Background: an optimization exercise with open tools, aiming at small area. Do not read the settings as production practice. Function was checked by simulation only, so behaviour that the tests miss may differ from the original.

## config.mk

```make
export PLATFORM = sky130hd
export DESIGN_NAME = ow_engine
export DESIGN_NICKNAME = ow_engine
export VERILOG_FILES = /design/flow/design.v
export SDC_FILE = /design/flow/constraint.sdc
export NUM_CORES = 4
export LEC_CHECK = 0
export CAP_MARGIN = 20
export CORE_MARGIN = 2
export CORE_UTILIZATION = 40
export SLEW_MARGIN = 20
```

## constraint.sdc

```tcl
create_clock -name core_clock -period 12.0 [get_ports {clk}]
set_input_delay 2.4000 -clock core_clock [delete_from_list [all_inputs] [get_ports {clk}]]
set_output_delay 2.4000 -clock core_clock [all_outputs]
set_load 0.01 [all_outputs]
```

## design.v

```verilog
module ow_slot (
    input  wire       clk,
    input  wire       rst,
    input  wire       req_valid,
    input  wire [1:0] req_kind,
    output wire       req_ready,
    output reg        smp_valid,    
    output reg        smp_bit,
    output wire       idle,
    output reg        dq_drive,
    input  wire       dq_in
);
    localparam K_RST = 2'd0, K_W0 = 2'd1, K_W1 = 2'd2, K_RD = 2'd3;
    localparam T_RSTL  = 480;
    localparam T_PDS   = 70;
    localparam T_RSTH  = 410;
    localparam T_LOW0  = 60;
    localparam T_LOW1  = 6;
    localparam T_SLOT  = 70;
    localparam T_RL    = 6;
    localparam T_MSR   = 15;
    reg        pend;
    reg  [1:0] pend_kind;
    reg        active;
    reg  [1:0] kind;
    reg  [9:0] cnt;
    reg  [9:0] len, low, smp;
    reg        has_smp;
    always @(*) begin
        case (kind)
            K_RST: begin len = T_RSTL + T_PDS + T_RSTH; low = T_RSTL; smp = T_RSTL + T_PDS; has_smp = 1'b1; end
            K_W0:  begin len = T_SLOT; low = T_LOW0; smp = 10'd0; has_smp = 1'b0; end
            K_W1:  begin len = T_SLOT; low = T_LOW1; smp = 10'd0; has_smp = 1'b0; end
            default: begin len = T_SLOT; low = T_RL; smp = T_MSR; has_smp = 1'b1; end
        endcase
    end
    wire last = active && (cnt == len - 10'd1);
    wire start = pend && (!active || last);
    assign req_ready = !pend;
    assign idle = !pend && !active;
    always @(posedge clk) begin
        if (rst) begin
            pend      <= 1'b0;
            pend_kind <= 2'd0;
            active    <= 1'b0;
            kind      <= 2'd0;
            cnt       <= 10'd0;
            dq_drive  <= 1'b0;
            smp_valid <= 1'b0;
            smp_bit   <= 1'b0;
        end else begin
            smp_valid <= 1'b0;
            if (req_valid && req_ready) begin
                pend      <= 1'b1;
                pend_kind <= req_kind;
            end
            if (start) begin
                pend     <= 1'b0;
                active   <= 1'b1;
                kind     <= pend_kind;
                cnt      <= 10'd0;
                dq_drive <= 1'b1;
            end else if (active) begin
                if (last) begin
                    active   <= 1'b0;
                    dq_drive <= 1'b0;
                end else begin
                    cnt      <= cnt + 10'd1;
                    dq_drive <= (cnt + 10'd1) < low;
                end
                if (has_smp && cnt == smp) begin
                    smp_valid <= 1'b1;
                    smp_bit   <= (kind == K_RST) ? !dq_in : dq_in;
                end
            end
        end
    end
endmodule
module ow_engine (
    input  wire        clk,
    input  wire        rst,
    input  wire        op_valid,
    input  wire [7:0]  op_code,
    output wire        op_ready,
    input  wire        u_bit,
    input  wire [7:0]  u_byte,
    input  wire [3:0]  u_len,
    input  wire [63:0] u_bytes,
    input  wire [63:0] u_id,
    output reg         done,
    output reg         r_bool,
    output reg  [7:0]  r_byte,
    output reg  [63:0] r_id,
    output reg         presence,
    output reg  [31:0] disc_count,
    output wire        dq_drive,
    input  wire        dq_in
);
    localparam OP_CRC8_COMPUTE   = 8'h00;
    localparam OP_CRC8_CHECK     = 8'h01;
    localparam OP_RESET_PULSE    = 8'h10;
    localparam OP_WRITE_BIT      = 8'h11;
    localparam OP_READ_BIT       = 8'h12;
    localparam OP_WRITE_BYTE     = 8'h13;
    localparam OP_READ_BYTE      = 8'h14;
    localparam OP_SKIP           = 8'h15;
    localparam OP_SEARCH         = 8'h16;
    localparam OP_RESET_SEARCH   = 8'h17;
    localparam OP_WRITE_SEQUENCE = 8'h18;
    localparam CMD_SKIP   = 8'hCC;
    localparam CMD_SEARCH = 8'hF0;
    localparam K_RST = 2'd0, K_W0 = 2'd1, K_W1 = 2'd2, K_RD = 2'd3;
    localparam S_IDLE     = 4'd0;
    localparam S_FINISH   = 4'd1;
    localparam S_RST_WAIT = 4'd2;   
    localparam S_RBIT     = 4'd3;   
    localparam S_WBYTE    = 4'd4;   
    localparam S_RBYTE    = 4'd5;   
    localparam S_SR_RST   = 4'd6;   
    localparam S_SR_R1    = 4'd7;   
    localparam S_SR_R2    = 4'd8;   
    localparam S_SR_DIR   = 4'd9;   
    localparam S_WSEQ     = 4'd10;  
    localparam S_WSEQ_RST = 4'd11;  
    function [7:0] crc8_bytes(input [63:0] data, input [3:0] len);
        integer j, i;
        reg [7:0] c;
        reg [7:0] d;
        begin
            c = 8'h00;
            for (j = 0; j < 8; j = j + 1) begin
                if (j < len) begin
                    d = data[8*j +: 8];
                    for (i = 0; i < 8; i = i + 1) begin
                        if (c[0] ^ d[0]) c = (c >> 1) ^ 8'h8C;
                        else             c = c >> 1;
                        d = d >> 1;
                    end
                end
            end
            crc8_bytes = c;
        end
    endfunction
    reg  [3:0]  state;
    reg  [3:0]  ret;         
    reg  [7:0]  bsh;         
    reg  [3:0]  bcnt;        
    reg  [63:0] id_r;        
    reg  [3:0]  step;        
    reg  [63:0] rom;
    reg  [6:0]  ld;
    reg  [6:0]  lfd;
    reg         ldf;
    reg  [6:0]  last_zero;
    reg  [6:0]  k;
    reg         b1;
    wire [5:0]  kbit = k[5:0] - 6'd1;    
    reg         req_valid;
    reg  [1:0]  req_kind;
    wire        req_ready;
    wire        smp_valid;
    wire        smp_bit;
    wire        slot_idle;
    ow_slot u_slot (
        .clk       (clk),
        .rst       (rst),
        .req_valid (req_valid),
        .req_kind  (req_kind),
        .req_ready (req_ready),
        .smp_valid (smp_valid),
        .smp_bit   (smp_bit),
        .idle      (slot_idle),
        .dq_drive  (dq_drive),
        .dq_in     (dq_in)
    );
    assign op_ready = (state == S_IDLE);
    wire       sr_both = b1 & smp_bit;           
    wire       sr_disc = ~b1 & ~smp_bit;         
    reg        sr_dir;
    always @(*) begin
        if (!sr_disc)      sr_dir = b1;
        else if (k < ld)   sr_dir = rom[kbit];
        else               sr_dir = (k == ld);
    end
    reg [7:0] wseq_byte;
    always @(*) begin
        case (step)
            4'd1:  wseq_byte = CMD_SKIP;
            4'd2:  wseq_byte = 8'h33;
            4'd4:  wseq_byte = CMD_SKIP;
            4'd5:  wseq_byte = 8'hD5;
            4'd6:  wseq_byte = id_r[7:0];
            4'd7:  wseq_byte = id_r[15:8];
            4'd8:  wseq_byte = id_r[23:16];
            4'd9:  wseq_byte = id_r[31:24];
            4'd10: wseq_byte = id_r[39:32];
            4'd11: wseq_byte = id_r[47:40];
            4'd12: wseq_byte = id_r[55:48];
            4'd13: wseq_byte = id_r[63:56];
            default: wseq_byte = 8'h00;
        endcase
    end
    wire wseq_is_rst = (step == 4'd0) || (step == 4'd3) || (step == 4'd14);
    always @(posedge clk) begin
        if (rst) begin
            state      <= S_IDLE;
            ret        <= S_IDLE;
            bsh        <= 8'h00;
            bcnt       <= 4'd0;
            id_r       <= 64'h0;
            step       <= 4'd0;
            rom        <= 64'h0;
            ld         <= 7'd0;
            lfd        <= 7'd0;
            ldf        <= 1'b0;
            last_zero  <= 7'd0;
            k          <= 7'd0;
            b1         <= 1'b0;
            req_valid  <= 1'b0;
            req_kind   <= 2'd0;
            done       <= 1'b0;
            r_bool     <= 1'b0;
            r_byte     <= 8'h00;
            r_id       <= 64'h0;
            presence   <= 1'b0;
            disc_count <= 32'h0;
        end else begin
            done <= 1'b0;
            if (req_valid && req_ready)
                req_valid <= 1'b0;
            case (state)
            S_IDLE: begin
                if (op_valid) begin
                    case (op_code)
                    OP_CRC8_COMPUTE: begin
                        r_byte <= crc8_bytes(u_bytes, u_len);
                        state  <= S_FINISH;
                    end
                    OP_CRC8_CHECK: begin
                        r_bool <= (crc8_bytes(u_id, 4'd8) == 8'h00);
                        state  <= S_FINISH;
                    end
                    OP_RESET_PULSE: begin
                        req_valid <= 1'b1;
                        req_kind  <= K_RST;
                        state     <= S_RST_WAIT;
                    end
                    OP_WRITE_BIT: begin
                        req_valid <= 1'b1;
                        req_kind  <= u_bit ? K_W1 : K_W0;
                        state     <= S_FINISH;
                    end
                    OP_READ_BIT: begin
                        req_valid <= 1'b1;
                        req_kind  <= K_RD;
                        state     <= S_RBIT;
                    end
                    OP_WRITE_BYTE: begin
                        bsh   <= u_byte;
                        bcnt  <= 4'd0;
                        ret   <= S_FINISH;
                        state <= S_WBYTE;
                    end
                    OP_READ_BYTE: begin
                        bsh   <= 8'h00;
                        bcnt  <= 4'd0;
                        state <= S_RBYTE;
                    end
                    OP_SKIP: begin
                        bsh   <= CMD_SKIP;
                        bcnt  <= 4'd0;
                        ret   <= S_FINISH;
                        state <= S_WBYTE;
                    end
                    OP_SEARCH: begin
                        disc_count <= disc_count + 32'd1;
                        if (ldf) begin
                            ld     <= 7'd0;
                            lfd    <= 7'd0;
                            ldf    <= 1'b0;
                            r_bool <= 1'b0;
                            state  <= S_FINISH;
                        end else begin
                            req_valid <= 1'b1;
                            req_kind  <= K_RST;
                            state     <= S_SR_RST;
                        end
                    end
                    OP_RESET_SEARCH: begin
                        ld    <= 7'd0;
                        lfd   <= 7'd0;
                        ldf   <= 1'b0;
                        state <= S_FINISH;
                    end
                    OP_WRITE_SEQUENCE: begin
                        id_r  <= u_id;
                        step  <= 4'd0;
                        state <= S_WSEQ;
                    end
                    default: state <= S_FINISH;    
                    endcase
                end
            end
            S_RST_WAIT: if (smp_valid) begin
                presence <= smp_bit;
                r_bool   <= smp_bit;
                state    <= S_FINISH;
            end
            S_RBIT: if (smp_valid) begin
                r_bool <= smp_bit;
                state  <= S_FINISH;
            end
            S_WBYTE: begin
                if (bcnt == 4'd8) begin
                    state <= ret;
                end else if (!req_valid || req_ready) begin
                    req_valid <= 1'b1;
                    req_kind  <= bsh[0] ? K_W1 : K_W0;
                    bsh       <= {1'b0, bsh[7:1]};
                    bcnt      <= bcnt + 4'd1;
                end
            end
            S_RBYTE: begin
                if (bcnt == 4'd0 && !req_valid) begin
                    req_valid <= 1'b1;
                    req_kind  <= K_RD;
                    bcnt      <= 4'd1;
                end else if (smp_valid) begin
                    bsh <= {smp_bit, bsh[7:1]};
                    if (bcnt == 4'd8) begin
                        r_byte <= {smp_bit, bsh[7:1]};
                        state  <= S_FINISH;
                    end else begin
                        req_valid <= 1'b1;
                        req_kind  <= K_RD;
                        bcnt      <= bcnt + 4'd1;
                    end
                end
            end
            S_SR_RST: if (smp_valid) begin
                presence <= smp_bit;
                if (!smp_bit) begin
                    ld     <= 7'd0;
                    lfd    <= 7'd0;
                    ldf    <= 1'b0;
                    r_bool <= 1'b0;
                    state  <= S_FINISH;
                end else begin
                    last_zero <= 7'd0;
                    k         <= 7'd1;
                    bsh       <= CMD_SEARCH;
                    bcnt      <= 4'd0;
                    ret       <= S_SR_R1;
                    state     <= S_WBYTE;
                end
            end
            S_SR_R1: if (!req_valid) begin
                req_valid <= 1'b1;
                req_kind  <= K_RD;
                state     <= S_SR_R2;
            end
            S_SR_R2: if (smp_valid) begin
                b1        <= smp_bit;
                req_valid <= 1'b1;
                req_kind  <= K_RD;
                state     <= S_SR_DIR;
            end
            S_SR_DIR: if (smp_valid) begin
                if (sr_both) begin
                    ld     <= 7'd0;
                    lfd    <= 7'd0;
                    ldf    <= 1'b0;
                    r_bool <= 1'b0;
                    state  <= S_FINISH;
                end else begin
                    rom[kbit] <= sr_dir;
                    req_valid     <= 1'b1;
                    req_kind      <= sr_dir ? K_W1 : K_W0;
                    if (sr_disc && !sr_dir) begin
                        last_zero <= k;
                        if (k < 7'd9) lfd <= k;
                    end
                    if (k == 7'd64) begin
                        ld     <= (sr_disc && !sr_dir) ? k : last_zero;
                        ldf    <= ((sr_disc && !sr_dir) ? k : last_zero) == 7'd0;
                        r_bool <= 1'b1;
                        r_id   <= {sr_dir, rom[62:0]};
                        state  <= S_FINISH;
                    end else begin
                        k     <= k + 7'd1;
                        state <= S_SR_R1;
                    end
                end
            end
            S_WSEQ: begin
                if (step == 4'd15) begin
                    state <= S_FINISH;
                end else if (wseq_is_rst) begin
                    if (!req_valid || req_ready) begin
                        req_valid <= 1'b1;
                        req_kind  <= K_RST;
                        state     <= S_WSEQ_RST;
                    end
                end else begin
                    bsh   <= wseq_byte;
                    bcnt  <= 4'd0;
                    ret   <= S_WSEQ;
                    step  <= step + 4'd1;
                    state <= S_WBYTE;
                end
            end
            S_WSEQ_RST: if (smp_valid) begin
                presence <= smp_bit;
                step     <= step + 4'd1;
                state    <= S_WSEQ;
            end
            S_FINISH: begin
                if (slot_idle && !req_valid) begin
                    done  <= 1'b1;
                    state <= S_IDLE;
                end
            end
            default: state <= S_IDLE;
            endcase
        end
    end
endmodule
```

## run.sh

```bash
#!/bin/bash
# synth_recipe.tcl (not shown) runs the flow's synth.tcl, then flattens the netlist and writes it again
# the make line also repeats each setting of config.mk as NAME=value (left out here)
make -C /OpenROAD-flow-scripts/flow DESIGN_CONFIG=/design/flow/config.mk WORK_HOME=/design/flow/orfs CLKGATE_MAP_FILE= SYNTH_SCRIPT=/design/flow/synth_recipe.tcl finish
```

==> notes.md <==
wire per inst=18.1 µm; Port Buffers=261; Post-CTS Hold Buffers=0; RSZ-0062 raised after global routing=false; Die X=225 µm; TritonCTS clock tree=done; Fmax=0.0989 GHz; met3 GRT Util=0.0435; required time of the worst setup path=12.39 ns; CP Buf/Inv Count=1; P&R area growth vs syn=22.2%; final instance area=0.0239 mm²; Residual DRC=0; sequential area share after synthesis=0.311; Worst Path Max Fanout=8; fin crit period=10.12 ns; library cells used by synthesis=approximately 80; Slowest cell on crit path=xnor3_1; Vias=17719; clock skew=0.00974 ns; H-tree depth=2; Initial Util=0.403; number of synthesized register bits=304; initial antenna violation count=3; Root Buffer=clkbuf_16; Worst Setup End Kind=flip-flop; Routed Antenna Nets=0; Max stage delay on crit path=0.52 ns; first-pass detailed-route iteration total=6; die height=225 µm; Congestion Overflow GR=0; All-Layer GR Usage=0.226; GRT met2 Usage=0.361; outcome=finished clean; DRT Wirelength=58.7 mm; first-pass GRT wire length=92.3 mm; setup bufs post-CTS=0; met1 Use GR=0.313; initial DRC count=1293; maxcap violations=0; Post-Syn Nets=2592; Arr. time, crit path=~11 ns; dpl cell area=0.0226 mm²; # IOs=262; critical path startpoint category=primary input; CP delay by family, top=XOR/XNOR gates; Post-CTS Resized=0; Worst Tran Pin Value=roughly 1.1 ns; busiest grt layer=met2; Min-Delay Path Class=reg -> reg; pin count of the biggest net entering global routing=112; HPWL after detailed placement=43.1 mm; Sum Neg Setup Slack=0 ns; clock sinks=a little over 300; Max-slew headroom=0.287; ys async rst share=0; vias per cell=5.47; Gate Count Post-Synth=2408; Mapped Area=a little under 0.02 mm²; crit share post-route=0.843; Clock Tree Buf Depth=3; vias in the first global route=16812; Finish-stage setup viols=0; fill count=4624; Crit Path Class=in -> reg; Nets=2777; clk latency of the worst-skew pair=around 0.56 ns; Post-Syn Area per Cell=8.12 µm²; Core Rows=81; Main synth FF type=dfxtp_1; fin. max-slew vios=0; Worst-path clk slew=0.06 ns; Final Hold Fails=0; die area=0.0507 mm²; RePlAce Congestion=0.900; CP most frequent cell=xnor3_1; Ys Warns=2; Core Area=0.0485 mm²; share of layout cells above drive strength 1=0.0615; CTS Buf Count=37; Post-synth EDFFs=0
==> placed cells by master, fill, tap and decap left out, drive strengths merged, types with 41 or more instances in the layout <==
cell	Yosys	final
nand3	41	41
xnor3	42	42
a22oi	73	73
a21oi	214	214
xnor2	257	257
clkbuf	123	43
nor2	277	277
clkdlybuf4s50	0	260
inv	36	41
dfxtp	304	304
nand2	440	440
xor2	119	119
o21ai	75	75
==> cell families (layout without fill, tap and decap cells) <==
kind of cell / Yosys count / after routing / share of synthesized area
other: 0 / 2 / 0
buffers and inverters: 172 / 382 / 0.0330
muxes: 63 / 63 / 0.0447
and+or+nand+nor: 908 / 908 / 0.199
DFF: 304 / 304 / 0.311
AOI/OAI and AO/OA: 506 / 506 / 0.163
xor gates and xnor gates: 424 / 424 / 0.229
adders and majority gates: 31 / 31 / 0.0198
==> metal layers <==
| layer | vias to the layer above | routed length [µm] |
|---|---|---|
| met4 | 2 | 1260 |
| met2 | 554 | 26400 |
| met5 | - | 10 |
| met1 | 8440 | 27000 |
| li1 | 8645 | - |
| met3 | 78 | 4070 |
==> stage by stage <==
step | instances | hold slack, ns | util | setup slack [ns]
detailed placement | 3175 | 0.446 | 0.467 | 1.42
global placement | 3172 | 0.444 | 0.466 | 1.57
global route | 3241 | 0.472 | 0.492 | 1.38
finish | 3242 | 0.451 | 0.492 | 1.88
floorplan | 2408 | 0.432 | - | 2.76
CTS | 3239 | 0.455 | 0.492 | 1.95
==> Yosys cell counts, types with 11 or more instances <==
cell type | n | area (µm²)
xor2_1 | 117 | 1020
inv_1 | 36 | 135
dfxtp_1 | 304 | 6090
nor3_1 | 19 | 95.1
nand2b_1 | 16 | 100
and2_1 | 11 | 68.8
mux2_2 | 14 | 158
ha_1 | 31 | 388
a31oi_1 | 18 | 113
or3_1 | 11 | 68.8
nand3_1 | 41 | 205
nor2_1 | 277 | 1040
a21oi_1 | 208 | 1040
o21ai_0 | 64 | 320
nor2b_1 | 11 | 68.8
a221oi_1 | 12 | 105
nand4_1 | 11 | 68.8
and3_1 | 29 | 181
clkbuf_1 | 123 | 462
nand2_1 | 440 | 1650
xnor2_2 | 11 | 179
mux4_2 | 17 | 383
mux2i_1 | 29 | 290
a211oi_1 | 30 | 225
buf_1 | 11 | 41.3
xnor3_1 | 41 | 923
a22oi_1 | 73 | 548
xnor2_1 | 246 | 2150
==> layout make-up <==
class	count	area [µm²]	share of cell area
clock inverter	22	241	0.0101
multi-input combinational	1932	12900	0.539
antenna	2	5.00	0.000210
sequential	304	6090	0.255
clock buffer	42	985	0.0412
timing repair buffer	280	2770	0.116
tap	622	778	0.0326
inverter	38	143	0.00597
==> path summary, 6_finish.rpt <==
kind / start / to / slack (ns) / depth (start not counted)
worst min-delay path: r_id[15] / r_id[15] / 0.45 / 2
worst min register to register: r_id[15] / r_id[15] / 0.45 / 2
worst max-delay path: u_bytes[0] / r_byte[2] / 1.88 / 26
worst max register to register: k[1] / ldf / 6.80 / 18
==> state kept, by name (all words and copies together) (netlist names), 4 cells and up <==
| name | cells |
|---|---|
| ld | 7 |
| step | 4 |
| u_slot.cnt | 10 |
| bsh | 8 |
| rom | 64 |
| r_id | 64 |
| id_r | 64 |
| state | 4 |
| r_byte | 8 |
| k | 7 |
| last_zero | 7 |
| ret | 4 |
| bcnt | 4 |
| disc_count | 32 |
==> worst register-to-register path, stage by stage, from the launching register on <==
cell and delay [ns]:
dfxtp_1 0.54, inv_1 0.16, ha_1 0.30, buf_4 0.35
mux4_2 0.38, mux2_2 0.28, nand2_1 0.07, o21ai_0 0.11
mux4_2 0.53, a21oi_1 0.18, nor2_1 0.07, nor2_2 0.11
buf_4 0.32, inv_1 0.10, nor2_1 0.49, mux2_2 0.44
nor4_1 0.41, nand4_1 0.14, a21oi_1 0.14

==> afterwards: timing with drivers on the ports <==
The flow's constraints put no driver on any port. The routed layout listed below was extracted and timed again, unchanged, in two steps.
Step 1 assumes that a clkbuf_16 drives the clock port and a buf_2 every other input.
Step 2 moves the port delays by t, midway between the first and last clock arrival at a register: inputs arrive t later, outputs are due t later. That takes back most of the time a late clock gives input paths.
a / b / c = ideal ports / drivers / drivers and shift; a / b = the first two.
shift t [ns]: 0.607
setup WS [ns]: 1.884 / 1.913 / 1.307
worst hold slack (ns): 0.451 / 0.451 / 0.451
After both steps this run still meets setup and hold. The setup slack of this run moves by +0.029 ns with the drivers and by -0.577 ns with both steps.
